Source: an optimization exercise on an open RTL-to-GDS flow (aim: small area). Production flows keep margins and buffers that such runs may drop.
Only simulation tests tie the RTL to the original design; equivalence was not proved.
Power figures rest on the tool's default switching activity, not on a simulated workload.

[flow/run.sh]
#!/bin/bash
# synth_recipe.tcl (not shown) runs the flow's synth.tcl, then flattens the netlist and writes it again
# the make line also repeats each setting of config.mk as NAME=value (left out here)
make -C /OpenROAD-flow-scripts/flow DESIGN_CONFIG=/design/flow/config.mk WORK_HOME=/design/flow/orfs CLKGATE_MAP_FILE= SYNTH_SCRIPT=/design/flow/synth_recipe.tcl finish
[flow/config.mk]
export PLATFORM = sky130hd
export DESIGN_NAME = tdp1_core
export DESIGN_NICKNAME = tdp1_core
export VERILOG_FILES = /design/flow/design.v
export SDC_FILE = /design/flow/constraint.sdc
export NUM_CORES = 4
export LEC_CHECK = 0
export CAP_MARGIN = 20
export CORE_MARGIN = 2
export CORE_UTILIZATION = 65
export CTS_BUF_LIST = sky130_fd_sc_hd__clkbuf_4 sky130_fd_sc_hd__clkbuf_8
export SLEW_MARGIN = 20
[flow/constraint.sdc]
create_clock -name core_clock -period 100.0 [get_ports {clk}]
set_input_delay 20.0000 -clock core_clock [delete_from_list [all_inputs] [get_ports {clk}]]
set_output_delay 20.0000 -clock core_clock [all_outputs]
set_load 0.01 [all_outputs]
[flow/design.v]
module tdp1_core #(
    parameter integer MAX_PULSES    = 8,
    parameter integer T_IDLE        = 200,
    parameter integer SAMPLE_PERIOD = 2,
    parameter         REST_LEVEL    = 1'b0,
    parameter integer FIFO_DEPTH    = 1
) (
    input  wire        clk,
    input  wire        rst,
    input  wire        rx_ir,
    input  wire        rx_rf,
    output wire        tx_out,
    output reg         tx_mode,
    input  wire        cmd_valid,
    input  wire [39:0] cmd_data,
    output wire        cmd_ready,
    input  wire        dir_valid,
    input  wire        dir_found,
    output reg         rsp_valid,
    output wire [7:0]  rsp_code,
    output reg  [31:0] rsp_data,
    input  wire        ld_valid,
    input  wire [7:0]  ld_data,
    input  wire        ld_last,
    input  wire        ld_err,
    output wire        ld_ready,
    output reg         ld_abort,
    output wire        out_valid,
    output reg  [7:0]  out_data,
    output wire        out_last,
    input  wire        out_ready,
    input  wire        out_fail,
    output wire        out_mode,
    output wire        out_trunc,
    output wire [30:0] out_index,
    output reg  [1:0]  ser_state,
    output reg  [15:0] range_errs,
    output reg  [15:0] store_fails,
    output reg  [15:0] pkts_out,
    output reg  [1:0]  ser_last,
    output wire [15:0] next_seq,
    output wire [30:0] file_ctr
);
    localparam [2:0] RP_IDLE = 3'd0, RP_LOADING = 3'd1, RP_READY = 3'd2,
                     RP_PLAYING = 3'd3, RP_ERROR = 3'd4;
    localparam [2:0] E_NOT_FOUND = 3'd1, E_READ_ERROR = 3'd2, E_BAD_HEADER = 3'd3,
                     E_BAD_COUNT = 3'd4, E_BAD_SIZE = 3'd5, E_BAD_LEVEL = 3'd6,
                     E_BAD_DURATION = 3'd7;
    localparam [1:0] S_IDLE = 2'd0, S_CHECK = 2'd1, S_HEAD = 2'd2, S_DATA = 2'd3;
    function [15:0] sat16;                  
        input [15:0] v;
        reg t; integer k;
        begin
            t = ~(&v);
            for (k = 0; k < 16; k = k + 1) begin
                sat16[k] = v[k] ^ t;
                t = t & v[k];
            end
        end
    endfunction
    function [15:0] inc16;                  
        input [15:0] v;
        reg t; integer k;
        begin
            t = 1'b1;
            for (k = 0; k < 16; k = k + 1) begin
                inc16[k] = v[k] ^ t;
                t = t & v[k];
            end
        end
    endfunction
    function [7:0] inc8;                    
        input [7:0] v;
        reg t; integer k;
        begin
            t = 1'b1;
            for (k = 0; k < 8; k = k + 1) begin
                inc8[k] = v[k] ^ t;
                t = t & v[k];
            end
        end
    endfunction
    function [31:0] inc32;                  
        input [31:0] v; input ci;
        reg t; integer k;
        begin
            t = ci;
            for (k = 0; k < 32; k = k + 1) begin
                inc32[k] = v[k] ^ t;
                t = t & v[k];
            end
        end
    endfunction
    function [31:0] dec32;                  
        input [31:0] v; input bi;
        reg t; integer k;
        begin
            t = bi;
            for (k = 0; k < 32; k = k + 1) begin
                dec32[k] = v[k] ^ t;
                t = t & ~v[k];
            end
        end
    endfunction
    function [33:0] add34;                  
        input [33:0] a, b; input ci;
        reg c; integer k;
        begin
            c = ci;
            for (k = 0; k < 34; k = k + 1) begin
                add34[k] = a[k] ^ b[k] ^ c;
                c = (a[k] & b[k]) | ((a[k] | b[k]) & c);
            end
        end
    endfunction
    function ge32;                          
        input [31:0] a, b;
        reg g; integer k;
        begin
            g = 1'b1;
            for (k = 0; k < 32; k = k + 1)
                g = b[k] ? (a[k] & g) : (a[k] | g);
            ge32 = g;
        end
    endfunction
    reg [31:0] ts;
    reg        div;
    reg [15:0] seal_seq;
    reg [1:0]  s1, s2;
    reg [1:0]  cap_active;
    reg [1:0]  fr_acc;
    reg [1:0]  last_level;
    reg [1:0]  trunc;
    reg [7:0]  count;           
    reg [63:0] t_start;
    reg [63:0] t_open;
    reg [31:0] lost_frames;
    reg [31:0] trunc_frames;
    reg [31:0] wrap_errs;
    reg [31:0] frames_sealed;
    reg [1:0]  wptr, rptr;
    reg [5:0]  fo;              
    reg [1:0]  ho;              
    reg [67:0] s_v;             
    reg [5:0]  s_nm1;           
    reg [1:0]  s_trunc;
    reg [5:0]  s_fo;
    reg [1:0]  s_ho;
    reg        rf_first;        
    reg        ser_lane;
    reg [2:0]  ser_idx;
    reg [4:0]  ser_byte;
    reg [30:0] oi;
    reg        oi_v;
    reg [2:0]  rp_state;
    reg [2:0]  rp_err;
    reg [31:0] rp_name;
    reg [3:0]  rp_n;
    reg [3:0]  rp_idx;
    reg [199:0] rp_buf;         
    reg [5:0]  ld_pos;
    reg [3:0]  ld_cnt;          
    reg        ld_nz;
    reg        ld_r;
    reg [1:0]  rsp_c;
    assign rsp_code  = {{6{rsp_c[1] & rsp_c[0]}}, rsp_c};
    assign out_index = oi;
    wire [31:0] nseq_a = dec32({16'd0, seal_seq}, wptr[0] ^ rptr[0]);
    wire [31:0] nseq_b = dec32(nseq_a, wptr[1] ^ rptr[1]);
    assign next_seq  = nseq_b[15:0];
    wire        playing  = (rp_state == RP_PLAYING);
    wire [23:0] rp_timer = playing ? rp_buf[23:0] : 24'd0;
    assign tx_out = playing & rp_buf[24];
    wire [31:0] oi_inc = inc32({1'b0, oi}, 1'b1);
    assign file_ctr  = oi_v ? oi_inc[30:0] : 31'd0;
    wire [7:0]  op  = cmd_data[39:32];
    wire [31:0] arg = cmd_data[31:0];
    assign cmd_ready = (op == 8'h10 && rp_state == RP_IDLE) ? dir_valid : 1'b1;
    assign ld_ready  = (rp_state == RP_LOADING);
    wire obs_tick = ~div;
    reg [6:0] prog;
    always @* begin
        case ({rp_n, rp_idx})
            8'h10: prog = 7'd0;
            8'h11: prog = 7'd100;
            8'h20: prog = 7'd0;
            8'h21: prog = 7'd50;
            8'h22: prog = 7'd100;
            8'h30: prog = 7'd0;
            8'h31: prog = 7'd33;
            8'h32: prog = 7'd66;
            8'h33: prog = 7'd100;
            8'h40: prog = 7'd0;
            8'h41: prog = 7'd25;
            8'h42: prog = 7'd50;
            8'h43: prog = 7'd75;
            8'h44: prog = 7'd100;
            8'h50: prog = 7'd0;
            8'h51: prog = 7'd20;
            8'h52: prog = 7'd40;
            8'h53: prog = 7'd60;
            8'h54: prog = 7'd80;
            8'h55: prog = 7'd100;
            8'h60: prog = 7'd0;
            8'h61: prog = 7'd16;
            8'h62: prog = 7'd33;
            8'h63: prog = 7'd50;
            8'h64: prog = 7'd66;
            8'h65: prog = 7'd83;
            8'h66: prog = 7'd100;
            8'h70: prog = 7'd0;
            8'h71: prog = 7'd14;
            8'h72: prog = 7'd28;
            8'h73: prog = 7'd42;
            8'h74: prog = 7'd57;
            8'h75: prog = 7'd71;
            8'h76: prog = 7'd85;
            8'h77: prog = 7'd100;
            8'h80: prog = 7'd0;
            8'h81: prog = 7'd12;
            8'h82: prog = 7'd25;
            8'h83: prog = 7'd37;
            8'h84: prog = 7'd50;
            8'h85: prog = 7'd62;
            8'h86: prog = 7'd75;
            8'h87: prog = 7'd87;
            8'h88: prog = 7'd100;
            default: prog = 7'd0;
        endcase
    end
    reg        st_ok;
    reg [31:0] st_val;
    always @* begin : status_read
        reg ln;
        st_ok  = 1'b1;
        st_val = 32'd0;
        ln     = arg[4];
        case (arg[7:0])
            8'h00, 8'h10:
                st_val = {12'd0, count[ln*4 +: 4], 11'd0, trunc[ln], last_level[ln],
                          1'b0, fr_acc[ln], cap_active[ln]};
            8'h01, 8'h11: st_val = {16'd0, lost_frames[ln*16 +: 16]};
            8'h02, 8'h12: st_val = {16'd0, trunc_frames[ln*16 +: 16]};
            8'h03, 8'h13: st_val = {16'd0, wrap_errs[ln*16 +: 16]};
            8'h04, 8'h14: st_val = {16'd0, frames_sealed[ln*16 +: 16]};
            8'h05, 8'h15: st_val = t_start[ln*32 +: 32];
            8'h06, 8'h16: st_val = t_open[ln*32 +: 32];
            8'h20:        st_val = ts;
            8'h21:        st_val = {16'd0, seal_seq};
            8'h30:        st_val = {9'd0, prog, 6'd0, tx_mode, tx_out,
                                    1'b0, rp_err, 1'b0, rp_state};
            8'h31:        st_val = rp_name;
            8'h32:        st_val = {12'd0, rp_n, 12'd0, rp_idx};
            8'h33:        st_val = {8'd0, rp_timer};
            default:      st_ok  = 1'b0;
        endcase
    end
    wire [33:0] el0_w = add34({2'b00, ts}, {2'b00, ~t_start[31:0]}, 1'b1);
    wire [33:0] el1_w = add34({2'b00, ts}, {2'b00, ~t_start[63:32]}, 1'b1);
    wire [31:0] el0 = el0_w[31:0];
    wire [31:0] el1 = el1_w[31:0];
    reg        n_rsp_valid;
    reg [1:0]  n_rsp_c;
    reg [31:0] n_rsp_data;
    reg [15:0] n_seal_seq;
    reg [1:0]  n_cap_active;
    reg [1:0]  n_fr_acc;
    reg [1:0]  n_last_level;
    reg [1:0]  n_trunc;
    reg [7:0]  n_count;
    reg [63:0] n_t_start;
    reg [63:0] n_t_open;
    reg [31:0] n_lost_frames;
    reg [31:0] n_trunc_frames;
    reg [31:0] n_wrap_errs;
    reg [31:0] n_frames_sealed;
    reg [1:0]  n_wptr;
    reg [5:0]  n_fo;
    reg [1:0]  n_ho;
    reg        n_rf_first;
    reg [1:0]  pw_en;
    reg [1:0]  push;
    reg [5:0]  p_nm1;
    reg [1:0]  p_trunc;
    reg [5:0]  p_fo;
    reg [1:0]  p_ho;
    reg [2:0]  n_rp_state;
    reg [2:0]  n_rp_err;
    reg [31:0] n_rp_name;
    reg        n_tx_mode;
    reg [3:0]  n_rp_n;
    reg [3:0]  n_rp_idx;
    reg        rb_dec;
    reg [5:0]  n_ld_pos;
    reg [3:0]  n_ld_cnt;
    reg        n_ld_nz;
    reg        n_ld_r;
    reg        n_ld_abort;
    reg        n_ts_load;
    reg        rb_we_b;
    reg        rb_we_l;
    reg [2:0]  rb_widx;
    reg [1:0]  rb_wbyte;
    reg        rb_shift;
    wire [7:0]  rp_next8 = inc8({4'd0, rp_idx});
    wire [3:0]  rp_next  = rp_next8[3:0];
    integer L;
    always @* begin : t_step
        reg        fire, legal, lane, start_ok;
        reg        lvl, ovf;
        reg [31:0] el;
        reg [3:0]  cnt, cnt_f;
        reg        trunc_f, sho;
        reg [2:0]  sfo;
        reg        fail;
        reg [2:0]  fcode;
        reg [7:0]  b;
        reg [5:0]  k;
        reg        klast;
        n_rsp_valid     = 1'b0;
        n_rsp_c         = rsp_c;
        n_rsp_data      = rsp_data;
        n_seal_seq      = seal_seq;
        n_cap_active    = cap_active;
        n_fr_acc        = fr_acc;
        n_last_level    = last_level;
        n_t_start       = t_start;
        n_t_open        = t_open;
        n_count         = count;
        n_trunc         = trunc;
        n_lost_frames   = lost_frames;
        n_trunc_frames  = trunc_frames;
        n_wrap_errs     = wrap_errs;
        n_frames_sealed = frames_sealed;
        n_wptr          = wptr;
        n_fo            = fo;
        n_ho            = ho;
        n_rf_first      = rf_first;
        pw_en           = 2'b00;
        push            = 2'b00;
        p_nm1           = 6'd0;
        p_trunc         = 2'b00;
        p_fo            = 6'd0;
        p_ho            = 2'b00;
        n_rp_state = rp_state;
        n_rp_err   = rp_err;
        n_rp_name  = rp_name;
        n_tx_mode  = tx_mode;
        n_rp_n     = rp_n;
        n_rp_idx   = rp_idx;
        rb_dec     = 1'b0;
        n_ld_pos   = ld_pos;
        n_ld_cnt   = ld_cnt;
        n_ld_nz    = ld_nz;
        n_ld_r     = ld_r;
        n_ld_abort = 1'b0;
        n_ts_load  = 1'b0;
        rb_we_b    = 1'b0;
        rb_we_l    = 1'b0;
        rb_widx    = 3'd0;
        rb_wbyte   = 2'd0;
        rb_shift   = 1'b0;
        lvl = 1'b0; ovf = 1'b0; el = 32'd0; cnt = 4'd0; cnt_f = 4'd0;
        trunc_f = 1'b0; sho = 1'b0; sfo = 3'd0;
        fail = 1'b0; fcode = 3'd0; b = 8'd0; k = 6'd0; klast = 1'b0;
        fire     = cmd_valid & cmd_ready;
        lane     = arg[0];
        start_ok = 1'b0;
        legal    = 1'b1;
        if (fire) begin
            n_rsp_valid = 1'b1;
            n_rsp_c     = 2'd0;
            n_rsp_data  = 32'd0;
            case (op)
                8'h00: legal = (arg == 32'd0);
                8'h01, 8'h02, 8'h03, 8'h21: legal = (arg[31:1] == 31'd0);
                8'h10: legal = 1'b1;
                8'h11, 8'h12, 8'h13: legal = (arg == 32'd0);
                8'h20: legal = (arg[31:8] == 24'd0) && st_ok;
                8'h22: legal = 1'b1;
                default: legal = 1'b0;
            endcase
            if (!legal) begin
                n_rsp_c = 2'd3;
            end else begin
                case (op)
                    8'h01: begin  
                        if (!cap_active[lane]) begin
                            n_cap_active[lane]      = 1'b1;
                            n_fr_acc[lane]          = 1'b0;
                            n_last_level[lane]      = 1'b0;
                            n_count[lane*4 +: 4]    = 4'd0;
                            n_trunc[lane]           = 1'b0;
                        end
                    end
                    8'h02: begin  
                        if (cap_active[lane]) begin
                            n_cap_active[lane]      = 1'b0;
                            n_fr_acc[lane]          = 1'b0;
                            n_last_level[lane]      = 1'b0;
                            n_count[lane*4 +: 4]    = 4'd0;
                            n_trunc[lane]           = 1'b0;
                        end
                    end
                    8'h03: n_rsp_data = {31'd0, cap_active[lane]};
                    8'h10: begin  
                        if (rp_state != RP_IDLE) begin
                            n_rsp_c    = 2'd1;
                            n_rsp_data = {29'd0, rp_state};
                        end else begin
                            n_rp_name  = arg;
                            n_rp_err   = 3'd0;
                            n_rp_n     = 4'd0;
                            n_rp_idx   = 4'd0;
                            n_ld_pos   = 6'd0;
                            n_ld_cnt   = 4'd0;
                            n_ld_r     = 1'b0;
                            if (dir_found) begin
                                n_rp_state = RP_LOADING;
                                start_ok   = 1'b1;
                            end else begin
                                n_rp_state = RP_ERROR;
                                n_rp_err   = E_NOT_FOUND;
                                n_rsp_c    = 2'd2;
                            end
                        end
                    end
                    8'h11: begin  
                        if (rp_state == RP_LOADING) n_ld_abort = 1'b1;
                        n_rp_state = RP_IDLE;
                        n_rp_err   = 3'd0;
                        n_rp_n     = 4'd0;
                        n_rp_idx   = 4'd0;
                    end
                    8'h12: n_rsp_data = {29'd0, rp_state};
                    8'h13: n_rsp_data = {25'd0, prog};
                    8'h20: n_rsp_data = st_val;
                    8'h22: n_ts_load = 1'b1;
                    8'h21: begin  
                        n_lost_frames[lane*16 +: 16]   = 16'd0;
                        n_trunc_frames[lane*16 +: 16]  = 16'd0;
                        n_wrap_errs[lane*16 +: 16]     = 16'd0;
                        n_frames_sealed[lane*16 +: 16] = 16'd0;
                    end
                    default: ;
                endcase
            end
        end
        for (L = 0; L < 2; L = L + 1) begin
            if (obs_tick && n_cap_active[L]) begin
                lvl = s2[L];
                el  = (L == 0) ? el0 : el1;
                ovf = |el[31:24];
                cnt = n_count[L*4 +: 4];
                if (n_fr_acc[L] && ((|el[31:8]) || (el[7] & el[6] & (el[5] | el[4] | el[3]))) && cnt != 4'd0) begin
                    cnt_f   = cnt;
                    trunc_f = n_trunc[L];
                    sfo     = n_fo[L*3 +: 3];
                    sho     = n_ho[L];
                    if (!cnt[3]) begin
                        pw_en[L] = 1'b1;
                        if (!sho && ovf) begin
                            sho = 1'b1;
                            sfo = cnt[2:0];
                        end
                        cnt_f = inc8({4'd0, cnt});
                    end else begin
                        trunc_f = 1'b1;
                    end
                    if (wptr[L] == rptr[L]) begin
                        push[L]            = 1'b1;
                        n_wptr[L]          = ~wptr[L];
                        p_nm1[L*3 +: 3]    = cnt[3] ? 3'd7 : cnt[2:0];
                        p_trunc[L]         = trunc_f;
                        p_fo[L*3 +: 3]     = sfo;
                        p_ho[L]            = sho;
                        n_seal_seq         = inc16(n_seal_seq);
                        n_frames_sealed[L*16 +: 16] = sat16(n_frames_sealed[L*16 +: 16]);
                        if (trunc_f)
                            n_trunc_frames[L*16 +: 16] = sat16(n_trunc_frames[L*16 +: 16]);
                    end else begin
                        n_lost_frames[L*16 +: 16] = sat16(n_lost_frames[L*16 +: 16]);
                    end
                    n_fr_acc[L]          = 1'b0;
                    n_last_level[L]      = 1'b0;
                    n_count[L*4 +: 4]    = 4'd0;
                    n_trunc[L]           = 1'b0;
                end
                if (lvl != n_last_level[L]) begin
                    if (!n_fr_acc[L]) begin
                        n_fr_acc[L]           = 1'b1;
                        n_last_level[L]       = lvl;
                        n_t_start[L*32 +: 32] = ts;
                        n_t_open[L*32 +: 32]  = ts;
                        n_count[L*4 +: 4]     = 4'd0;
                        n_trunc[L]            = 1'b0;
                        n_ho[L]               = 1'b0;
                    end else begin
                        cnt = n_count[L*4 +: 4];
                        if (!cnt[3]) begin
                            pw_en[L] = 1'b1;
                            if (!n_ho[L] && ovf) begin
                                n_ho[L]         = 1'b1;
                                n_fo[L*3 +: 3]  = cnt[2:0];
                            end
                            n_count[L*4 +: 4] = inc8({4'd0, cnt});
                        end else begin
                            n_trunc[L] = 1'b1;
                        end
                        n_last_level[L]       = lvl;
                        n_t_start[L*32 +: 32] = ts;
                    end
                end
            end
        end
        if (push[0])      n_rf_first = wptr[1] ^ rptr[1];
        else if (push[1]) n_rf_first = 1'b0;
        for (L = 0; L < 2; L = L + 1) begin
            if ((&ts) && n_fr_acc[L]) begin
                n_wrap_errs[L*16 +: 16] = sat16(n_wrap_errs[L*16 +: 16]);
                n_fr_acc[L]             = 1'b0;
                n_last_level[L]         = 1'b0;
                n_count[L*4 +: 4]       = 4'd0;
                n_trunc[L]              = 1'b0;
            end
        end
        if (!start_ok) begin
            case (n_rp_state)
                RP_LOADING: begin
                    if (ld_err) begin
                        n_rp_state = RP_ERROR;
                        n_rp_err   = E_READ_ERROR;
                        n_rp_n     = 4'd0;
                        n_ld_abort = 1'b1;
                    end else if (ld_valid) begin
                        b = ld_data;
                        if (ld_pos == 6'd0) begin
                            if (b != 8'h49 && b != 8'h52) begin
                                fail = 1'b1; fcode = E_BAD_HEADER;
                            end else n_ld_r = (b == 8'h52);
                        end else if (ld_pos == 6'd1) begin
                            if (!((!ld_r && b == 8'h52) || (ld_r && b == 8'h46))) begin
                                fail = 1'b1; fcode = E_BAD_HEADER;
                            end
                        end else if (ld_pos == 6'd2 || ld_pos == 6'd13) begin
                            if (b != 8'h3B) begin
                                fail = 1'b1; fcode = E_BAD_HEADER;
                            end
                        end else if (ge32({26'd0, ld_pos}, 32'd3) && !ge32({26'd0, ld_pos}, 32'd13)) begin
                            if (!(b[7:4] == 4'h3 && (!b[3] || b[2:1] == 2'b00))) begin
                                fail = 1'b1; fcode = E_BAD_HEADER;
                            end
                        end else if (ge32({26'd0, ld_pos}, 32'd14) && !ge32({26'd0, ld_pos}, 32'd19)) begin
                            if (!(b[7:4] == 4'h3 && (!b[3] || b[2:1] == 2'b00))) begin
                                fail = 1'b1; fcode = E_BAD_HEADER;
                            end else
                                n_ld_cnt = (ld_cnt != 4'd0) ? 4'hF : b[3:0];
                        end else if (ld_pos == 6'd19) begin
                            if (b != 8'h0A) begin
                                fail = 1'b1; fcode = E_BAD_HEADER;
                            end else if (ld_cnt == 4'd0 || (ld_cnt[3] && ld_cnt[2:0] != 3'd0)) begin
                                fail = 1'b1; fcode = E_BAD_COUNT;
                            end
                        end
                        if (!fail && !ge32({26'd0, ld_pos}, 32'd20) && ld_last) begin
                            fail = 1'b1; fcode = E_BAD_SIZE;
                        end
                        if (!fail && ge32({26'd0, ld_pos}, 32'd20)) begin
                            k     = {4'd0, ld_pos[1:0]};
                            klast = (ld_pos[1:0] == 2'd3) &&
                                    (ld_pos[5:2] == {ld_cnt[3] | ld_cnt[2], ~ld_cnt[2], ld_cnt[1:0]});
                            if (ld_last != klast) begin
                                fail = 1'b1; fcode = E_BAD_SIZE;
                            end else if (k[1:0] != 2'd3) begin
                                rb_we_b  = 1'b1;
                                rb_shift = (k[1:0] == 2'd0);
                                rb_widx  = ld_cnt[2:0] - 3'd1;
                                rb_wbyte = k[1:0];
                                n_ld_nz  = (k[1:0] == 2'd0) ? (b != 8'd0) : (ld_nz | (b != 8'd0));
                            end else begin
                                if (b[7:1] != 7'd0) begin
                                    fail = 1'b1; fcode = E_BAD_LEVEL;
                                end else if (!ld_nz) begin
                                    fail = 1'b1; fcode = E_BAD_DURATION;
                                end else begin
                                    rb_we_l = 1'b1;
                                    rb_widx = ld_cnt[2:0] - 3'd1;
                                end
                            end
                            if (!fail && klast) begin
                                n_rp_n     = ld_cnt;
                                n_rp_idx   = 4'd0;
                                n_tx_mode  = ld_r;
                                n_rp_state = RP_READY;
                            end
                        end
                        if (fail) begin
                            n_rp_state = RP_ERROR;
                            n_rp_err   = fcode;
                            n_rp_n     = 4'd0;
                            n_ld_abort = 1'b1;
                        end else begin
                            n_ld_pos = inc8({2'd0, ld_pos});
                        end
                    end
                end
                RP_READY: begin
                    n_rp_idx   = 4'd0;
                    n_rp_state = RP_PLAYING;
                end
                RP_PLAYING: begin
                    if (|rp_buf[23:1]) begin
                        rb_dec     = 1'b1;
                    end else if (!ge32({28'd0, rp_next}, {28'd0, rp_n})) begin
                        rb_shift   = 1'b1;
                        n_rp_idx   = rp_next;
                    end else begin
                        n_rp_idx   = rp_n;
                        n_rp_state = RP_IDLE;
                    end
                end
                default: ;
            endcase
        end
    end
    wire        ir_av   = wptr[0] ^ rptr[0];
    wire        rf_av   = wptr[1] ^ rptr[1];
    wire [2:0]  h_nm1   = ser_lane ? s_nm1[5:3] : s_nm1[2:0];
    wire [2:0]  h_fo    = ser_lane ? s_fo[5:3]  : s_fo[2:0];
    wire        h_ho    = s_ho[ser_lane];
    wire        h_trunc = s_trunc[ser_lane];
    wire [33:0] h_v     = ser_lane ? s_v[67:34] : s_v[33:0];
    wire        h_lastp = (ser_idx == h_nm1);
    wire [24:0] q = h_v[33:9];
    reg  [3:0]  dig;
    reg  [20:0] dsub;
    always @* begin
        if      (ge32({7'd0, q}, 32'd17578125)) begin dig = 4'd9; dsub = 21'd800909; end
        else if (ge32({7'd0, q}, 32'd15625000)) begin dig = 4'd8; dsub = 21'd944936; end
        else if (ge32({7'd0, q}, 32'd13671875)) begin dig = 4'd7; dsub = 21'd1088963; end
        else if (ge32({7'd0, q}, 32'd11718750)) begin dig = 4'd6; dsub = 21'd1232990; end
        else if (ge32({7'd0, q}, 32'd9765625))  begin dig = 4'd5; dsub = 21'd1377017; end
        else if (ge32({7'd0, q}, 32'd7812500))  begin dig = 4'd4; dsub = 21'd1521044; end
        else if (ge32({7'd0, q}, 32'd5859375))  begin dig = 4'd3; dsub = 21'd1665071; end
        else if (ge32({7'd0, q}, 32'd3906250))  begin dig = 4'd2; dsub = 21'd1809098; end
        else if (ge32({7'd0, q}, 32'd1953125))  begin dig = 4'd1; dsub = 21'd1953125; end
        else                                    begin dig = 4'd0; dsub = 21'd0; end
    end
    wire [33:0] rem_w  = add34({13'd0, q[20:0]}, {13'd0, ~dsub}, 1'b1);
    wire [29:0] rem    = {rem_w[20:0], h_v[8:0]};
    wire [33:0] v_next = add34({1'b0, rem, 3'b000}, {3'b000, rem, 1'b0}, 1'b0);
    reg  [191:0] ring0, ring1, ring2, ring3;
    wire [1:0]   h_ring = {ser_lane, rptr[ser_lane]};
    reg  [23:0]  h_pulse;
    always @* begin
        case (h_ring)
            2'd0: h_pulse = ring0[23:0];
            2'd1: h_pulse = ring1[23:0];
            2'd2: h_pulse = ring2[23:0];
            default: h_pulse = ring3[23:0];
        endcase
    end
    wire [7:0] h_n8 = inc8({5'd0, h_nm1});
    reg [7:0] head_byte;
    always @* begin : header_bytes
        case (ser_byte)
            5'd0:  head_byte = ser_lane ? 8'h52 : 8'h49;
            5'd1:  head_byte = ser_lane ? 8'h46 : 8'h52;
            5'd2:  head_byte = 8'h3B;
            5'd3, 5'd4, 5'd5, 5'd6, 5'd7, 5'd8, 5'd9, 5'd10, 5'd11, 5'd12:
                   head_byte = {4'h3, dig};
            5'd13: head_byte = 8'h3B;
            5'd14, 5'd15, 5'd16, 5'd17: head_byte = 8'h30;
            5'd18: head_byte = {4'h3, h_n8[3:0]};
            default: head_byte = 8'h0A;
        endcase
    end
    reg [7:0] data_byte;
    always @* begin : data_bytes
        case (ser_byte[1:0])
            2'd0: data_byte = h_pulse[7:0];
            2'd1: data_byte = h_pulse[15:8];
            2'd2: data_byte = h_pulse[23:16];
            default: data_byte = {7'd0, ~ser_idx[0]};
        endcase
    end
    always @* begin
        case (ser_state)
            S_HEAD:  out_data = head_byte;
            S_DATA:  out_data = data_byte;
            default: out_data = 8'h00;
        endcase
    end
    wire in_packet = ser_state[1];
    assign out_valid = in_packet;
    assign out_last  = (ser_state == S_DATA) && h_lastp && (ser_byte[1:0] == 2'd3);
    assign out_mode  = in_packet & ser_lane;
    assign out_trunc = in_packet & h_trunc;
    wire       adv   = out_ready & ~out_fail;
    wire [33:0] chk_sum = add34({31'd0, ser_idx}, {31'd0, h_nm1}, 1'b0);
    wire chk_rot  = !(chk_sum[3] || chk_sum[2:0] == 3'd7);
    wire head_rot = (ser_byte[4:2] == 3'd0) &&
                    (h_nm1 == 3'd1 || (h_nm1 == 3'd2 && !ser_byte[1]));
    wire rot_en = (ser_state == S_CHECK && chk_rot) ||
                  (ser_state == S_HEAD && adv && head_rot) ||
                  (ser_state == S_DATA && adv && ser_byte[1:0] == 2'd3 && !h_lastp);
    wire dig_en = (ser_state == S_HEAD) && adv && ge32({27'd0, ser_byte}, 32'd3) && !ge32({27'd0, ser_byte}, 32'd13);
    wire [3:0] r_wr  = {pw_en[1] &  wptr[1], pw_en[1] & ~wptr[1],
                        pw_en[0] &  wptr[0], pw_en[0] & ~wptr[0]};
    wire [3:0] r_rot = {rot_en &  ser_lane &  rptr[1], rot_en &  ser_lane & ~rptr[1],
                        rot_en & ~ser_lane &  rptr[0], rot_en & ~ser_lane & ~rptr[0]};
    always @(posedge clk) begin
        if (r_wr[0] | r_rot[0]) ring0 <= {el0[23:0], ring0[191:24]};
        if (r_wr[1] | r_rot[1]) ring1 <= {el0[23:0], ring1[191:24]};
        if (r_wr[2] | r_rot[2]) ring2 <= {el1[23:0], ring2[191:24]};
        if (r_wr[3] | r_rot[3]) ring3 <= {el1[23:0], ring3[191:24]};
    end
    integer i, j;
    wire [31:0] rb_dec32   = dec32({8'd0, rp_buf[23:0]}, 1'b1);
    wire [23:0] rb_dur_dec = rb_dec32[23:0];
    always @(posedge clk) begin
        for (i = 0; i < 2; i = i + 1) begin
            if (push[i]) begin
                s_v[i*34 +: 34]  <= {2'b00, t_open[i*32 +: 32]};
                s_nm1[i*3 +: 3]  <= p_nm1[i*3 +: 3];
                s_trunc[i]       <= p_trunc[i];
                s_fo[i*3 +: 3]   <= p_fo[i*3 +: 3];
                s_ho[i]          <= p_ho[i];
            end else if (dig_en && ser_lane == i) begin
                s_v[i*34 +: 34]  <= v_next;
            end
        end
        rf_first <= n_rf_first;
        fo       <= n_fo;
        ho       <= n_ho;
        ld_nz    <= n_ld_nz;
        for (i = 0; i < 8; i = i + 1) begin
            for (j = 0; j < 3; j = j + 1)
                if (rb_shift || (rb_we_b && rb_wbyte == j && rb_widx == i) || (rb_dec && i == 0))
                    rp_buf[i*25 + j*8 +: 8] <= (rb_dec && i == 0) ? rb_dur_dec[j*8 +: 8] :
                                               (i == 7 || (rb_we_b && rb_wbyte == j && rb_widx == i))
                                               ? ld_data : rp_buf[(i+1)*25 + j*8 +: 8];
            if (rb_shift || (rb_we_l && rb_widx == i))
                rp_buf[i*25 + 24] <= (i == 7 || (rb_we_l && rb_widx == i))
                                     ? ld_data[0] : rp_buf[(i+1)*25 + 24];
        end
    end
    always @(posedge clk) begin
        if (rst) begin
            ts            <= 32'd0;
            div           <= 1'b0;
            seal_seq      <= 16'd0;
            s1            <= 2'b00;
            s2            <= 2'b00;
            cap_active    <= 2'b00;
            fr_acc        <= 2'b00;
            last_level    <= 2'b00;
            t_start       <= 64'd0;
            t_open        <= 64'd0;
            count         <= 8'd0;
            trunc         <= 2'b00;
            lost_frames   <= 32'd0;
            trunc_frames  <= 32'd0;
            wrap_errs     <= 32'd0;
            frames_sealed <= 32'd0;
            wptr          <= 2'b00;
            rp_state      <= RP_IDLE;
            rp_err        <= 3'd0;
            rp_name       <= 32'd0;
            tx_mode       <= 1'b0;
            rp_n          <= 4'd0;
            rp_idx        <= 4'd0;
            ld_pos        <= 6'd0;
            ld_cnt        <= 4'd0;
            ld_r          <= 1'b0;
            ld_abort      <= 1'b0;
            rsp_valid     <= 1'b0;
            rsp_c         <= 2'd0;
            rsp_data      <= 32'd0;
        end else begin
            ts            <= n_ts_load ? arg : inc32(ts, 1'b1);
            div           <= ~div;
            s1            <= {rx_rf, rx_ir};
            s2            <= s1;
            seal_seq      <= n_seal_seq;
            cap_active    <= n_cap_active;
            fr_acc        <= n_fr_acc;
            last_level    <= n_last_level;
            t_start       <= n_t_start;
            t_open        <= n_t_open;
            count         <= n_count;
            trunc         <= n_trunc;
            lost_frames   <= n_lost_frames;
            trunc_frames  <= n_trunc_frames;
            wrap_errs     <= n_wrap_errs;
            frames_sealed <= n_frames_sealed;
            wptr          <= n_wptr;
            rp_state      <= n_rp_state;
            rp_err        <= n_rp_err;
            rp_name       <= n_rp_name;
            tx_mode       <= n_tx_mode;
            rp_n          <= n_rp_n;
            rp_idx        <= n_rp_idx;
            ld_pos        <= n_ld_pos;
            ld_cnt        <= n_ld_cnt;
            ld_r          <= n_ld_r;
            ld_abort      <= n_ld_abort;
            rsp_valid     <= n_rsp_valid;
            rsp_c         <= n_rsp_c;
            rsp_data      <= n_rsp_data;
        end
    end
    wire [7:0] ser_byte_inc = inc8({3'd0, ser_byte});
    wire [7:0] ser_idx_inc  = inc8({5'd0, ser_idx});
    always @(posedge clk) begin
        if (rst) begin
            ser_state   <= S_IDLE;
            ser_lane    <= 1'b0;
            ser_idx     <= 3'd0;
            ser_byte    <= 5'd0;
            oi          <= 31'd0;
            oi_v        <= 1'b0;
            range_errs  <= 16'd0;
            store_fails <= 16'd0;
            pkts_out    <= 16'd0;
            ser_last    <= 2'd0;
            rptr        <= 2'b00;
        end else begin
            case (ser_state)
                S_IDLE: begin
                    if (ir_av && (!rf_av || !rf_first)) begin
                        ser_lane  <= 1'b0;
                        ser_idx   <= 3'd0;
                        ser_state <= S_CHECK;
                    end else if (rf_av) begin
                        ser_lane  <= 1'b1;
                        ser_idx   <= 3'd0;
                        ser_state <= S_CHECK;
                    end
                end
                S_CHECK: begin
                    if (h_ho && ser_idx == h_fo) begin
                        range_errs <= sat16(range_errs);
                        ser_last   <= 2'd2;
                        rptr[ser_lane] <= ~rptr[ser_lane];
                        ser_idx    <= 3'd0;
                        ser_byte   <= 5'd0;
                        ser_state  <= S_IDLE;
                    end else if (h_lastp) begin
                        oi         <= file_ctr;
                        oi_v       <= 1'b1;
                        ser_idx    <= 3'd0;
                        ser_byte   <= 5'd0;
                        ser_state  <= S_HEAD;
                    end else begin
                        ser_idx    <= ser_idx_inc[2:0];
                    end
                end
                S_HEAD, S_DATA: begin
                    if (out_fail) begin
                        store_fails <= sat16(store_fails);
                        ser_last    <= 2'd3;
                        rptr[ser_lane] <= ~rptr[ser_lane];
                        ser_idx     <= 3'd0;
                        ser_byte    <= 5'd0;
                        ser_state   <= S_IDLE;
                    end else if (out_ready) begin
                        if (ser_state == S_HEAD) begin
                            if (ser_byte == 5'd19) begin
                                ser_byte  <= 5'd0;
                                ser_state <= S_DATA;
                            end else
                                ser_byte  <= ser_byte_inc[4:0];
                        end else if (ser_byte[1:0] != 2'd3) begin
                            ser_byte <= ser_byte_inc[4:0];
                        end else if (!h_lastp) begin
                            ser_byte <= 5'd0;
                            ser_idx  <= ser_idx_inc[2:0];
                        end else begin
                            pkts_out  <= sat16(pkts_out);
                            ser_last  <= 2'd1;
                            rptr[ser_lane] <= ~rptr[ser_lane];
                            ser_idx   <= 3'd0;
                            ser_byte  <= 5'd0;
                            ser_state <= S_IDLE;
                        end
                    end
                end
            endcase
        end
    end
endmodule
==> reports/summary.txt, run 1 <==
status - complete, no violations
ANT nets after route - 0
final hold vios - 0
switch share - 0.235
crit share post-route - 0.422
worst hold path depth - 0
setup slack, reg-to-reg - 81.45 ns
worst hold-check path type - flop to flop
Ys Warns - 5
Synth top area share - 0.444
Reg2Reg Depth - 62
Endpoint, Worst Hold - ring0[152]
core area - 109000 um2
WP buf/inv - 2
met3 wire length - 14700 um
CTS root buf - clkbuf_8
Finished Layout Cells - 7873
RSZ-0062 raised after global routing - false
first-pass GRT wire length - 270000 um
reg2reg end - seal_seq[15]
Inserted Clock Buffers - 236
met2 wire length - 82400 um
Area Growth Syn to Fin - 12.2%
measured slew at the worst slew-check pin - 1.30 ns
Total GRT Usage - 0.314
static leakage power - 29.7 nW
vias in the first global route - 46300
FMAX - 23.7 MHz
pwr/cell area - 16.6 nW/um2
placed cell count - 7436
dominant cell type by area after synthesis - edfxtp_1
Critical Path Slowest Stage Cell - clkdlybuf4s50_1
crit-path cells - clkdlybuf4s50_1 > nor4b_2 > nand4_1 > or2_1 > clkdlybuf4s50_1
final setup vio count - 0
initial antenna violation count - 4
required time of the critical path - 80.00 ns
Psw - 0.312 mW
CTS sink count - 1578
Worst-path clk slew - 0.06 ns
synth top area cells - edfxtp_1, dfxtp_1, ha_1, nand2_1, mux2i_1
WS Path Type - input port to output port
vias - 48200
PostCTS Resize Cnt - 0
final instance area - 80300 um2
HP Start - ring0[176]
Final min period - 42.20 ns
Peak VDD IR - 0.0124 mV
die area - 113000 um2
WL final - 178000 um
crit-path most repeated cell - clkdlybuf4s50_1
Final nets - 6780
Final HPWL DP - 123000 um
row count - 121
share of layout cells above drive strength 1 - 0.118
worst-skew pair later-pin latency - 0.96 ns
top_reg_cell synth - edfxtp_1
flops & latches, synth - 1578
syn avg cell area - 11.9 um2
crit path max fanout - 10
number of port buffers - 247
Startpoint Class - input port
Comb power frac - 0.067
TritonCTS clock tree - built
Clock power frac - 0.405
DR iter-0 viols - 5306
H-tree levels - 4
EDFF count, synth - 1058
First-pass DRT Iterations - 8
CP top delay family - buffers and inverters
Die Height - 336 um
Setup Skew - 0.0557 ns
R2R Path Start - ts[0]
Slew Limit Fails - 0
count leader, synth - edfxtp_1
relative slew slack - 0.130
RD Place Congestion - 0.952
Net Count, Synth - 6542
Sequential Power Share - 0.527
gr ovfl total - 0
DRC errors left - 0
Setup TNS - 0 ns
Die Width - 336 um
CTS Hold Bufs - 0
Setup Fix Bufs, Post-CTS - 0
largest net degree at the start of global routing - 201
Via density - 6.12
fraction of registers with async set/reset - 0
CP Capture Type - output port
max_cap viols - 0
Worst path max stage delay - 0.62 ns
CP arrival - 22.20 ns
wire per inst - 22.6 um
Power Total - 1.33 mW
Area after DPL - 75300 um2
max layer used - met4
P_int - 1.02 mW
CTS max path bufs - 3
post-synth design cell area - 71600 um2
commonest cells in the netlist - edfxtp_1, nand2_1, dfxtp_1
Starting Density - 0.657
synth unique cells - 105
Ports - 248
Seq/Total Area, Yosys - 0.589
Syn Inst Count - 6026
wl on met1 - 73400 um
## layout by cell type (no fill, tap or decap), drive strengths merged, types with 15 or more instances in the layout
cell type	count
edfxtp	1058
nand2	1035
dfxtp	520
a21oi	459
ha	348
clkbuf	341
nor2	288
clkdlybuf4s50	244
inv	242
mux2i	236
and2	170
mux2	170
o21ai	157
fa	108
nand4	95
buf	90
nand3	81
clkinv	80
nor3	57
nor4	50
nand2b	47
nor2b	39
mux4	32
a211oi	32
a221oi	31
a222oi	26
a22oi	23
xnor2	22
and3	22
a31oi	19
o211ai	19
o211a	19
o31ai	17
or3	16
a22o	15
o22ai	15
## area by class of cell
type	instances	area [um2]
inverter	240	903
clock buffer	341	4160
timing repair buffer	334	3200
clock inverter	88	792
antenna	4	10.0
multi-input combinational	3874	27300
fill	7426	28700
tap	1414	1770
sequential	1578	42200
## metrics by stage
stage,hold slack (ns),util,setup slack [ns]
2_1_floorplan,0.400,-,58.99
3_3_place_gp,0.400,0.691,57.84
3_5_place_dp,0.405,0.691,57.82
4_1_cts,0.368,0.736,57.81
5_1_grt,0.379,0.737,57.64
6_report,0.395,0.737,57.80
## power groups by stage
stage               Sequential, mW  Combinational (mW)  Clock, mW
detailed placement           0.715              0.0878          0
global route                 0.701              0.0993      0.576
floorplan                    0.715              0.0570          0
global placement             0.715              0.0865          0
CTS                          0.701              0.0886      0.548
finish                       0.701              0.0893      0.539
## state kept, by name, indices dropped and copies added, names as in the netlist, 64 cells and up, named ones only
| name | count |
|---|---|
| t_start | 64 |
| ring0 | 192 |
| rp_buf | 200 |
| t_open | 64 |
| ring1 | 192 |
| ring2 | 192 |
| ring3 | 192 |
| s_v | 68 |
## worst reg2reg max path: cells and delay by family, from the launching register on
family | cells | cell delay (ns)
adder cells (fa/ha/maj) | 45 | 14.72
AND/OR/NAND/NOR | 5 | 1.17
AO/OA/AOI/OAI | 4 | 0.95
buffers and inverters | 6 | 0.68
flip-flops | 1 | 0.56
XOR/XNOR | 2 | 0.32
## routing by layer
metal | vias up | global-route usage
met4 | 0 | 0.140
met1 | 23400 | 0.428
met2 | 2061 | 0.494
met3 | 382 | 0.0629
met5 | - | 0
li1 | 22300 | -
## cells by family after synthesis
group                    Yosys count  synth area share
AND/OR/NAND/NOR                 1976             0.128
buffers and inverters            574            0.0318
XOR/XNOR                          37           0.00493
flip-flops                      1578             0.589
multiplexers                     438            0.0698
adder cells (fa/ha/maj)          458            0.0913
AO/OA/AOI/OAI                    965            0.0850
## how the worst max path moves through the flow
stage / start / to / slack (ns) / cells after the start
3_3_place_gp: cmd_data[37] / cmd_ready / 57.84 / 5
6_report: cmd_data[36] / cmd_ready / 57.80 / 5
2_1_floorplan: cmd_data[36] / cmd_ready / 58.99 / 4
4_1_cts: cmd_data[36] / cmd_ready / 57.81 / 5
3_5_place_dp: cmd_data[36] / cmd_ready / 57.82 / 5
5_1_grt: cmd_data[36] / cmd_ready / 57.64 / 5
==> run 2: changes to the inputs <==
==> flow/flow/run.sh (new file) <==
#!/bin/bash
set -e
export CTS_ARGS="-sink_clustering_enable -repair_clock_nets -dont_use_dummy_load -buf_list {sky130_fd_sc_hd__clkbuf_4 sky130_fd_sc_hd__clkbuf_8}"
export BUFFER_PORTS_ARGS="-buffer_cell sky130_fd_sc_hd__buf_1"
bash standard.sh > standard_flow.log 2>&1
==> flow/standard.sh (new file) <==
#!/bin/bash
# synth_recipe.tcl (not shown) runs the flow's synth.tcl, then flattens the netlist and writes it again
# the make line also repeats each setting of config.mk as NAME=value (left out here)
make -C /OpenROAD-flow-scripts/flow DESIGN_CONFIG=/design/flow/config.mk WORK_HOME=/design/flow/orfs CLKGATE_MAP_FILE= SYNTH_SCRIPT=/design/flow/synth_recipe.tcl "${@:-finish}"
removed: flow/run.sh
==> reports/summary.txt, run 2 <==
syn avg cell area - 11.9 um2 (unchanged)
synth top area cells - edfxtp_1, dfxtp_1, ha_1, nand2_1, mux2i_1
final setup vio count - 0 (unchanged)
placed cell count - 7443 (+0.094%)
vias - 47700 (-0.98%)
crit share post-route - 0.416 (-0.00644)
CTS max path bufs - 3 (unchanged)
xor/xnor share of the synthesized area - 0.00493 (unchanged)
Setup Fix Bufs, Post-CTS - 0 (unchanged)
Ports - 248 (unchanged)
CTS sink count - 1578 (unchanged)
largest net degree at the start of global routing - 192 (-4.5%)
Ys Warns - 5 (unchanged)
dominant cell type by area after synthesis - edfxtp_1
core area - 109000 um2 (unchanged)
Die Width - 336 um (unchanged)
Synth top area share - 0.444 (unchanged)
CP arrival - 21.55 ns (-0.65 ns)
TritonCTS clock tree - built
vias in the first global route - 45600 (-1.3%)
RD Place Congestion - 0.953 (about the same)
slack of the critical path - 58.45 ns (+0.644 ns)
top_reg_cell synth - edfxtp_1
crit-path cells - buf_1 > nor4b_2 > nand4_1 > or2_1 > buf_1
final-layout fill cell count - 7820 (+5.3%)
CTS root buf - clkbuf_8
fraction of the mapped netlist area in simple logic gates - 0.128 (unchanged)
DR iter-0 viols - 4939 (-6.9%)
Die Height - 336 um (unchanged)
Inserted Clock Buffers - 238 (+0.85%)
Most flops, register - rp_buf
pwr/cell area - 15.7 nW/um2 (-5.4%)
gr ovfl total - 0 (unchanged)
wire per inst - 23.0 um (+1.6%)
Synth Area in Compound Gates - 0.0850 (unchanged)
H-tree levels - 4 (unchanged)
mux contribution to synthesized area - 0.0698 (unchanged)
final hold vios - 0 (unchanged)
P_int - 0.934 mW (-8.2%)
EDFF count, synth - 1058 (unchanged)
Setup Skew - 0.128 ns (+0.0726 ns)
Seq/Total Area, Yosys - 0.589 (unchanged)
PostCTS Resize Cnt - 0 (unchanged)
Slew Limit Fails - 0 (unchanged)
worst hold-check path type - flop to flop
status - complete, no violations
Total GRT Usage - 0.313 (-0.00103)
commonest non-fill, non-tap cells in the layout - edfxtp_1, nand2_1, dfxtp_1
crit path max fanout - 10 (unchanged)
fraction of registers with async set/reset - 0 (unchanged)
static leakage power - 28.3 nW (-4.9%)
Finished Layout Cells - 7691 (-2.3%)
measured slew at the worst slew-check pin - 1.27 ns (-0.0353 ns)
switch share - 0.227 (-0.00822)
final instance area - 77200 um2 (-4.0%)
Startpoint Class - input port
share of layout cells above drive strength 1 - 0.0983 (-0.0195)
Net Count, Synth - 6542 (unchanged)
Worst-path clk slew - 0.06 ns (about the same)
post-synth design cell area - 71600 um2 (unchanged)
max_cap viols - 0 (unchanged)
Starting Density - 0.657 (unchanged)
Final HPWL DP - 124000 um (+0.40%)
initial antenna violation count - 7 (+3)
WS Path Type - input port to output port
worst-skew pair later-pin latency - 0.93 ns (-0.03 ns)
Comb power frac - 0.070 (+0.003)
WHS - 0.343 ns (-0.0514 ns)
Sequential Power Share - 0.581 (+0.054)
Largest register FFs - 200 (unchanged)
commonest non-fill, non-tap cell in the layout - edfxtp_1
post-place setup slack - 58.50 ns (+0.679 ns)
relative slew slack - 0.146 (+0.0157)
DRC errors left - 0 (unchanged)
Critical Path Slowest Stage Cell - nor4b_2
first-pass GRT wire length - 268000 um (-0.57%)
Final nets - 6787 (+0.10%)
ANT nets after route - 0 (unchanged)
CTS Hold Bufs - 0 (unchanged)
row count - 121 (unchanged)
Peak VDD IR - 0.0127 mV (+2.1%)
crit-path most repeated cell - buf_1
First-pass DRT Iterations - 6 (-2)
Worst path max stage delay - 0.47 ns (-0.15 ns)
Syn Inst Count - 6026 (unchanged)
number of port buffers - 247 (unchanged)
Clock power frac - 0.349 (-0.056)
RSZ-0062 raised after global routing - false
Final min period - 41.55 ns (-0.644 ns)
Psw - 0.274 mW (-12%)
commonest cells in the netlist - edfxtp_1, nand2_1, dfxtp_1
largest family of logic cells by synthesized area - simple AND/OR/NAND/NOR gates
required time of the critical path - 80.00 ns (about the same)
CP Capture Type - output port
synth unique cells - 105 (unchanged)
FMAX - 24.1 MHz (+1.6%)
Setup TNS - 0 ns (unchanged)
Area after DPL - 73800 um2 (-2.0%)
die area - 113000 um2 (unchanged)
Area Growth Syn to Fin - 7.76%
count leader, synth - edfxtp_1
Via density - 6.20 (+1.4%)
flops & latches, synth - 1578 (unchanged)
WL final - 177000 um (-0.74%)
Synth Area in Adders - 0.0913 (unchanged)
## run 2: final timing paths
check / to / from / depth (start not counted) / slack (ns)
setup / recovery: cmd_ready / cmd_data[36] / 5 / 58.45
hold / removal: ring1[142] / ring1[166] / 0 / 0.34
setup reg to reg: seal_seq[15] / ts[0] / 62 / 80.76
hold reg to reg: ring1[142] / ring1[166] / 0 / 0.34
## run 2: worst max-delay path: cells and delay by family
family | cells | cell delay (ns)
and+or+nand+nor | 3 | 1.14
buffers and inverters | 2 | 0.41
## run 2: power groups by stage
stage | clock network [mW] | logic, mW | registers [mW]
after detailed placement | 0 | 0.0829 | 0.715
after floorplan | 0 | 0.0570 | 0.715
after global routing | 0.456 | 0.0941 | 0.702
final | 0.422 | 0.0842 | 0.702
after CTS | 0.431 | 0.0834 | 0.702
after global placement | 0 | 0.0811 | 0.715
## run 2: metrics by stage
step | total power, mW | util
2_1_floorplan | 0.772 | -
4_1_cts | 1.22 | 0.707
3_5_place_dp | 0.798 | 0.677
3_3_place_gp | 0.796 | 0.677
6_report | 1.21 | 0.708
5_1_grt | 1.25 | 0.708
## run 2: routing by layer
metal	GRT usage	vias up	part of all wire
li1	-	22100	-
met3	0.0656	397	0.088
met1	0.431	23100	0.41
met4	0.141	2	0.045
met2	0.484	2060	0.46
met5	0	-	0.000062
## run 2: area by class of cell
type,count,area [um2],share of cell area
inverter,240,903,0.0117
tap,1414,1770,0.0229
sequential,1578,42200,0.547
antenna,8,20.0,0.000259
clock buffer,238,3280,0.0425
timing repair buffer,339,1690,0.0219
multi-input combinational,3874,27300,0.354
## run 2: logic make-up after synthesis
logic type	count (synthesis)
buf+inv	574
mux	438
simple gates	1976
xor+xnor	37
flops	1578
compound gates	965
fa+ha+maj	458
==> run 3: changes to the inputs <==
==> flow/flow/run.sh (replaced) <==
#!/bin/bash
set -e
export CTS_ARGS="-sink_clustering_enable -repair_clock_nets -dont_use_dummy_load -sink_clustering_size 20 -sink_clustering_max_diameter 50 -buf_list {sky130_fd_sc_hd__clkbuf_8 sky130_fd_sc_hd__clkbuf_16}"
export BUFFER_PORTS_ARGS="-buffer_cell sky130_fd_sc_hd__buf_1"
bash standard.sh > standard_flow.log 2>&1
--- a/flow/config.mk
+++ b/flow/config.mk
@@ -10,3 +10,3 @@
 export CORE_UTILIZATION = 65
-export CTS_BUF_LIST = sky130_fd_sc_hd__clkbuf_4 sky130_fd_sc_hd__clkbuf_8
+export CTS_BUF_LIST = sky130_fd_sc_hd__clkbuf_8 sky130_fd_sc_hd__clkbuf_16
 export SLEW_MARGIN = 20
==> reports/summary.txt, run 3 <==
status - complete, no violations
pwr/cell area - 16.2 nW/um2 (+3.6%)
Final nets - 6695 (-1.4%)
DRC errors left - 0 (unchanged)
Setup TNS - 0 ns (unchanged)
measured slew at the worst slew-check pin - 1.19 ns (-0.0837 ns)
count leader, synth - edfxtp_1
Seq/Total Area, Yosys - 0.589 (unchanged)
final setup vio count - 0 (unchanged)
CP arrival - 21.57 ns (+0.02 ns)
required time of the critical path - 80.00 ns (about the same)
Largest register FFs - 200 (unchanged)
commonest cells in the netlist - edfxtp_1, nand2_1, dfxtp_1
final-layout fill cell count - 7776 (-0.56%)
WS Path Type - input port to output port
top_reg_cell synth - edfxtp_1
vias - 47300 (-0.72%)
commonest non-fill, non-tap cell in the layout - edfxtp_1
WHS - 0.348 ns (+0.00516 ns)
Sequential Power Share - 0.558 (-0.023)
CTS Hold Bufs - 0 (unchanged)
crit-path most repeated cell - buf_1
initial antenna violation count - 4 (-3)
Total GRT Usage - 0.316 (+0.00252)
WL final - 178000 um (+0.78%)
Die Height - 336 um (unchanged)
H-tree levels - 4 (unchanged)
Startpoint Class - input port
final hold vios - 0 (unchanged)
Final min period - 41.57 ns (+0.0186 ns)
Worst path max stage delay - 0.48 ns (about the same)
Critical Path Slowest Stage Cell - nor4b_2
RD Place Congestion - 0.953 (unchanged)
First-pass DRT Iterations - 7 (+1)
CTS root buf - clkbuf_16
PostCTS Resize Cnt - 0 (unchanged)
core area - 109000 um2 (unchanged)
RSZ-0062 raised after global routing - false
dominant cell type by area after synthesis - edfxtp_1
Final HPWL DP - 124000 um (unchanged)
worst hold path depth - 0 (unchanged)
Inserted Clock Buffers - 146 (-39%)
Worst-path clk slew - 0.06 ns (about the same)
Reg2Reg Depth - 62 (unchanged)
largest net degree at the start of global routing - 192 (unchanged)
Ys Warns - 5 (unchanged)
Setup Fix Bufs, Post-CTS - 0 (unchanged)
crit path max fanout - 10 (unchanged)
crit share post-route - 0.416 (about the same)
CTS sink count - 1578 (unchanged)
worst hold-check path type - flop to flop
switch share - 0.219 (-0.00726)
EDFF count, synth - 1058 (unchanged)
Clock power frac - 0.375 (+0.026)
worst-skew pair later-pin latency - 0.78 ns (-0.15 ns)
Psw - 0.276 mW (+0.75%)
Syn Inst Count - 6026 (unchanged)
Area Growth Syn to Fin - 8.27%
DR iter-0 viols - 5293 (+7.2%)
crit-path cells - buf_1 > nor4b_2 > nand4_1 > or2_1 > buf_1
synth top area cells - edfxtp_1, dfxtp_1, ha_1, nand2_1, mux2i_1
Die Width - 336 um (unchanged)
number of port buffers - 247 (unchanged)
synth unique cells - 105 (unchanged)
static leakage power - 28.4 nW (+0.31%)
commonest non-fill, non-tap cells in the layout - edfxtp_1, nand2_1, dfxtp_1
Via density - 6.23 (+0.55%)
post-synth design cell area - 71600 um2 (unchanged)
Comb power frac - 0.067 (-0.003)
P_int - 0.981 mW (+5.1%)
relative slew slack - 0.201 (+0.0553)
row count - 121 (unchanged)
flops & latches, synth - 1578 (unchanged)
Net Count, Synth - 6542 (unchanged)
fraction of registers with async set/reset - 0 (unchanged)
share of layout cells above drive strength 1 - 0.0848 (-0.0134)
wire per inst - 23.5 um (+2.1%)
Slew Limit Fails - 0 (unchanged)
Power Total - 1.26 mW (+4.1%)
max_cap viols - 0 (unchanged)
Ports - 248 (unchanged)
syn avg cell area - 11.9 um2 (unchanged)
vias in the first global route - 45100 (-1.1%)
ANT nets after route - 0 (unchanged)
FMAX - 24.1 MHz (about the same)
CP Capture Type - output port
die area - 113000 um2 (unchanged)
Core Util, Final - 0.711 (+0.00335)
Setup Skew - 0.0752 ns (-0.0531 ns)
gr ovfl total - 0 (unchanged)
Starting Density - 0.657 (unchanged)
CTS max path bufs - 3 (unchanged)
Peak VDD IR - 0.0179 mV (+42%)
Synth top area share - 0.444 (unchanged)
Most flops, register - rp_buf
first-pass GRT wire length - 269000 um (+0.39%)
TritonCTS clock tree - built
[run 3: cell counts after synthesis]
No cell type changed its count.
[run 3: metal layers]
metal | routed length, um | track usage | vias to the layer above | part of all wire
met5 | 11 | 0 | - | 0.000062
met4 | 7720 | 0.134 | 2 | 0.043
met3 | 14600 | 0.0590 | 380 | 0.082
met2 | 83000 | 0.500 | 1909 | 0.47
met1 | 72900 | 0.432 | 23100 | 0.41
li1 | - | - | 22000 | -
[run 3: critical path, delay by kind of cell]
kind	cells	cell delay, ns
buffers and inverters	2	0.40
AND/OR/NAND/NOR	3	1.16
[run 3: power by group through the flow]
stage	clock (mW)	sequential, mW	combinational [mW]
3_5_place_dp	0	0.715	0.0829
5_1_grt	0.501	0.701	0.0945
2_1_floorplan	0	0.715	0.0570
6_report	0.471	0.701	0.0846
4_1_cts	0.479	0.701	0.0839
3_3_place_gp	0	0.715	0.0811
[run 3: layout make-up]
class / instances / area, um2 / share of cell area
diodes: 3 / 7.51 / 0.0000968
clock buffers: 146 / 3650 / 0.0471
inverters: 240 / 903 / 0.0117
multi-input cells: 3874 / 27300 / 0.352
flip-flops and latches: 1578 / 42200 / 0.544
well taps: 1414 / 1770 / 0.0228
repair buffers: 339 / 1690 / 0.0218
[run 3: logic make-up (layout without fill, tap and decap cells)]
logic type / count (synthesis) / count (layout) / share of synthesized area
buffers and inverters: 574 / 725 / 0.0318
AND/OR/NAND/NOR: 1976 / 1976 / 0.128
other: 0 / 3 / 0
adder cells (fa/ha/maj): 458 / 458 / 0.0913
multiplexers: 438 / 438 / 0.0698
XOR/XNOR: 37 / 37 / 0.00493
AO/OA/AOI/OAI: 965 / 965 / 0.0850
flip-flops: 1578 / 1578 / 0.589
[run 3: path summary, 6_finish.rpt]
kind / startpoint / endpoint / slack (ns)
min: ring2[185] / ring2[161] / 0.35
max reg2reg: ts[0] / seal_seq[15] / 80.71
max: cmd_data[36] / cmd_ready / 58.43
min reg2reg: ring2[185] / ring2[161] / 0.35
[run 3: per-stage QoR]
stage / instance area (um2) / setup slack [ns] / std cells
2_1_floorplan: 71600 / 58.99 / 6026
3_3_place_gp: 73800 / 58.55 / 7442
3_5_place_dp: 73800 / 58.50 / 7443
4_1_cts: 77500 / 58.49 / 7589
5_1_grt: 77500 / 58.30 / 7594
6_report: 77500 / 58.43 / 7594
==> run 4: changes to the inputs <==
==> flow/flow/run.sh (replaced) <==
#!/bin/bash
set -e
export CTS_ARGS="-sink_clustering_enable -repair_clock_nets -dont_use_dummy_load -buf_list {sky130_fd_sc_hd__clkbuf_8 sky130_fd_sc_hd__clkbuf_16}"
export BUFFER_PORTS_ARGS="-buffer_cell sky130_fd_sc_hd__buf_1"
bash standard.sh > standard_flow.log 2>&1
==> reports/summary.txt, run 4 <==
final-layout fill cell count - 7739 (-0.48%)
number of port buffers - 247 (unchanged)
DRC errors left - 0 (unchanged)
Final nets - 6708 (+0.19%)
Area Growth Syn to Fin - 8.71%
core area - 109000 um2 (unchanged)
GR peak layer - met2
Die Height - 336 um (unchanged)
Inserted Clock Buffers - 158 (+8.2%)
CTS root buf - clkbuf_16
die area - 113000 um2 (unchanged)
relative slew slack - 0.135 (-0.0665)
pwr/cell area - 16.5 nW/um2 (+1.5%)
commonest cells in the netlist - edfxtp_1, nand2_1, dfxtp_1
worst-skew pair later-pin latency - 0.79 ns (about the same)
syn avg cell area - 11.9 um2 (unchanged)
static leakage power - 28.5 nW (+0.55%)
Peak VDD IR - 0.0159 mV (-11%)
Startpoint Class - input port
Worst-path clk slew - 0.06 ns (about the same)
Syn Inst Count - 6026 (unchanged)
commonest non-fill, non-tap cells in the layout - edfxtp_1, nand2_1, dfxtp_1
post-synth design cell area - 71600 um2 (unchanged)
vias - 47400 (+0.15%)
count leader, synth - edfxtp_1
Final HPWL DP - 124000 um (unchanged)
fraction of registers with async set/reset - 0 (unchanged)
row count - 121 (unchanged)
largest net degree at the start of global routing - 192 (unchanged)
FMAX - 24.1 MHz (about the same)
final instance area - 77800 um2 (+0.41%)
WL final - 179000 um (+0.65%)
Net Count, Synth - 6542 (unchanged)
Seq/Total Area, Yosys - 0.589 (unchanged)
vias in the first global route - 45500 (+0.94%)
CTS Hold Bufs - 0 (unchanged)
RSZ-0062 raised after global routing - false
status - complete, no violations
routing usage on met3 - 0.0588 (-0.000173)
Setup TNS - 0 ns (unchanged)
EDFF count, synth - 1058 (unchanged)
Die Width - 336 um (unchanged)
DR iter-0 viols - 5070 (-4.2%)
gr ovfl total - 0 (unchanged)
Starting Density - 0.657 (unchanged)
PostCTS Resize Cnt - 0 (unchanged)
Setup Skew - 0.109 ns (+0.0342 ns)
Ys Warns - 5 (unchanged)
wire per inst - 23.6 um (+0.48%)
CP Capture Type - output port
Setup Fix Bufs, Post-CTS - 0 (unchanged)
CP arrival - 21.57 ns (about the same)
H-tree levels - 4 (unchanged)
commonest non-fill, non-tap cell in the layout - edfxtp_1
initial antenna violation count - 3 (-1)
Area after DPL - 73800 um2 (unchanged)
final hold vios - 0 (unchanged)
measured slew at the worst slew-check pin - 1.29 ns (+0.100 ns)
Synth top area share - 0.444 (unchanged)
Ports - 248 (unchanged)
flops & latches, synth - 1578 (unchanged)
crit share post-route - 0.416 (about the same)
ANT nets after route - 0 (unchanged)
share of layout cells above drive strength 1 - 0.0868 (+0.00192)
met2 Use GR - 0.499 (about the same)
final setup vio count - 0 (unchanged)
WS Path Type - input port to output port
TritonCTS clock tree - built
Largest register FFs - 200 (unchanged)
CTS sink count - 1578 (unchanged)
met1 Use GR - 0.439 (+0.00740)
required time of the critical path - 80.00 ns (about the same)
Via density - 6.23 (about the same)
Most flops, register - rp_buf
dominant cell type by area after synthesis - edfxtp_1
crit path max fanout - 10 (unchanged)
Total GRT Usage - 0.318 (+0.00231)
worst hold-check path type - flop to flop
max_cap viols - 0 (unchanged)
synth unique cells - 105 (unchanged)
Final min period - 41.57 ns (-0.00270 ns)
CTS max path bufs - 3 (unchanged)
top_reg_cell synth - edfxtp_1
synth top area cells - edfxtp_1, dfxtp_1, ha_1, nand2_1, mux2i_1
First-pass DRT Iterations - 7 (unchanged)
first-pass GRT wire length - 272000 um (+0.95%)
Slew Limit Fails - 0 (unchanged)
RD Place Congestion - 0.953 (unchanged)
[run 4: cell counts after synthesis]
No cell type changed its count.
[run 4: worst paths after layout]
| kind | startpoint | end | slack, ns | depth (start not counted) |
|---|---|---|---|---|
| max reg2reg | ts[0] | seal_seq[15] | 80.65 | 62 |
| min reg2reg | ring2[185] | ring2[161] | 0.38 | 0 |
| max | cmd_data[36] | cmd_ready | 58.43 | 5 |
| min | ring2[185] | ring2[161] | 0.38 | 0 |
[run 4: cells by family (layout without fill, tap and decap cells)]
group,count (synthesis),in the layout,synth area share
AND/OR/NAND/NOR,1976,1976,0.128
buffers and inverters,574,738,0.0318
AO/OA/AOI/OAI,965,965,0.0850
adder cells (fa/ha/maj),458,458,0.0913
flip-flops,1578,1578,0.589
multiplexers,438,438,0.0698
XOR/XNOR,37,37,0.00493
other,0,3,0
[run 4: layout make-up]
class | instances | area, um2 | area share
Sequential cell | 1578 | 42200 | 0.542
Multi-Input combinational cell | 3874 | 27300 | 0.351
Clock buffer | 158 | 3950 | 0.0508
Tap cell | 1414 | 1770 | 0.0227
Timing Repair Buffer | 340 | 1710 | 0.0219
Inverter | 240 | 903 | 0.0116
Antenna cell | 3 | 7.51 | 0.0000964
[run 4: routing by layer]
metal  wire length [um]  up-vias
met1              74400    23200
met5                 10        -
met3              14100      372
met2              83200     1886
li1                   -    22000
met4               7680        2
[run 4: where the power goes]
part           total, mW  internal, mW  switching [mW]  leakage [nW]
clock              0.495         0.276           0.219          1.95
sequential         0.702         0.698         0.00337          13.8
combinational     0.0844        0.0278          0.0566          12.8
total               1.28          1.00           0.279          28.5
[run 4: metrics by stage]
step / total power, mW / worst slack [ns] / hold WS (ns) / util / instances
floorplan: 0.772 / 58.99 / 0.400 / - / 6026
global placement: 0.796 / 58.55 / 0.400 / 0.677 / 7442
detailed placement: 0.798 / 58.50 / 0.405 / 0.677 / 7443
CTS: 1.29 / 58.49 / 0.369 / 0.713 / 7601
global route: 1.32 / 58.30 / 0.381 / 0.714 / 7606
finish: 1.28 / 58.43 / 0.377 / 0.714 / 7607
[run 4: critical path, cell delays in order]
cell and delay [ns]:
buf_1 0.27, nor4b_2 0.48, nand4_1 0.33, or2_1 0.34, buf_1 0.14

==> static timing again, ports no longer ideal <==
The results above use ideal ports. As a check the final layouts listed here were re-extracted and re-timed, cells and wires unchanged. Step 1 (the two cells are an assumption about what drives the block):
set clk [get_ports {clk}]
set_driving_cell -lib_cell sky130_fd_sc_hd__clkbuf_16 $clk
set_driving_cell -lib_cell sky130_fd_sc_hd__buf_2 [delete_from_list [all_inputs] $clk]
Step 2 moves the port delays by t, midway between the first and last clock arrival at a register: inputs arrive t later, outputs are due t later. That takes back most of the time a late clock gives input paths. a / b / c = ideal ports / drivers / drivers and shift; a / b = the first two.
run	t, ns	setup slack, ns	worst data-port slew with drivers (ns)
run 1	1.002	57.802 / 57.779 / 57.779	0.14
run 2	0.949	58.447 / 58.419 / 58.419	0.14
run 3	0.822	58.428 / 58.400 / 58.400	0.13
run 4	0.814	58.431 / 58.403 / 58.403	0.13
After both steps setup and hold are still met in every run listed.
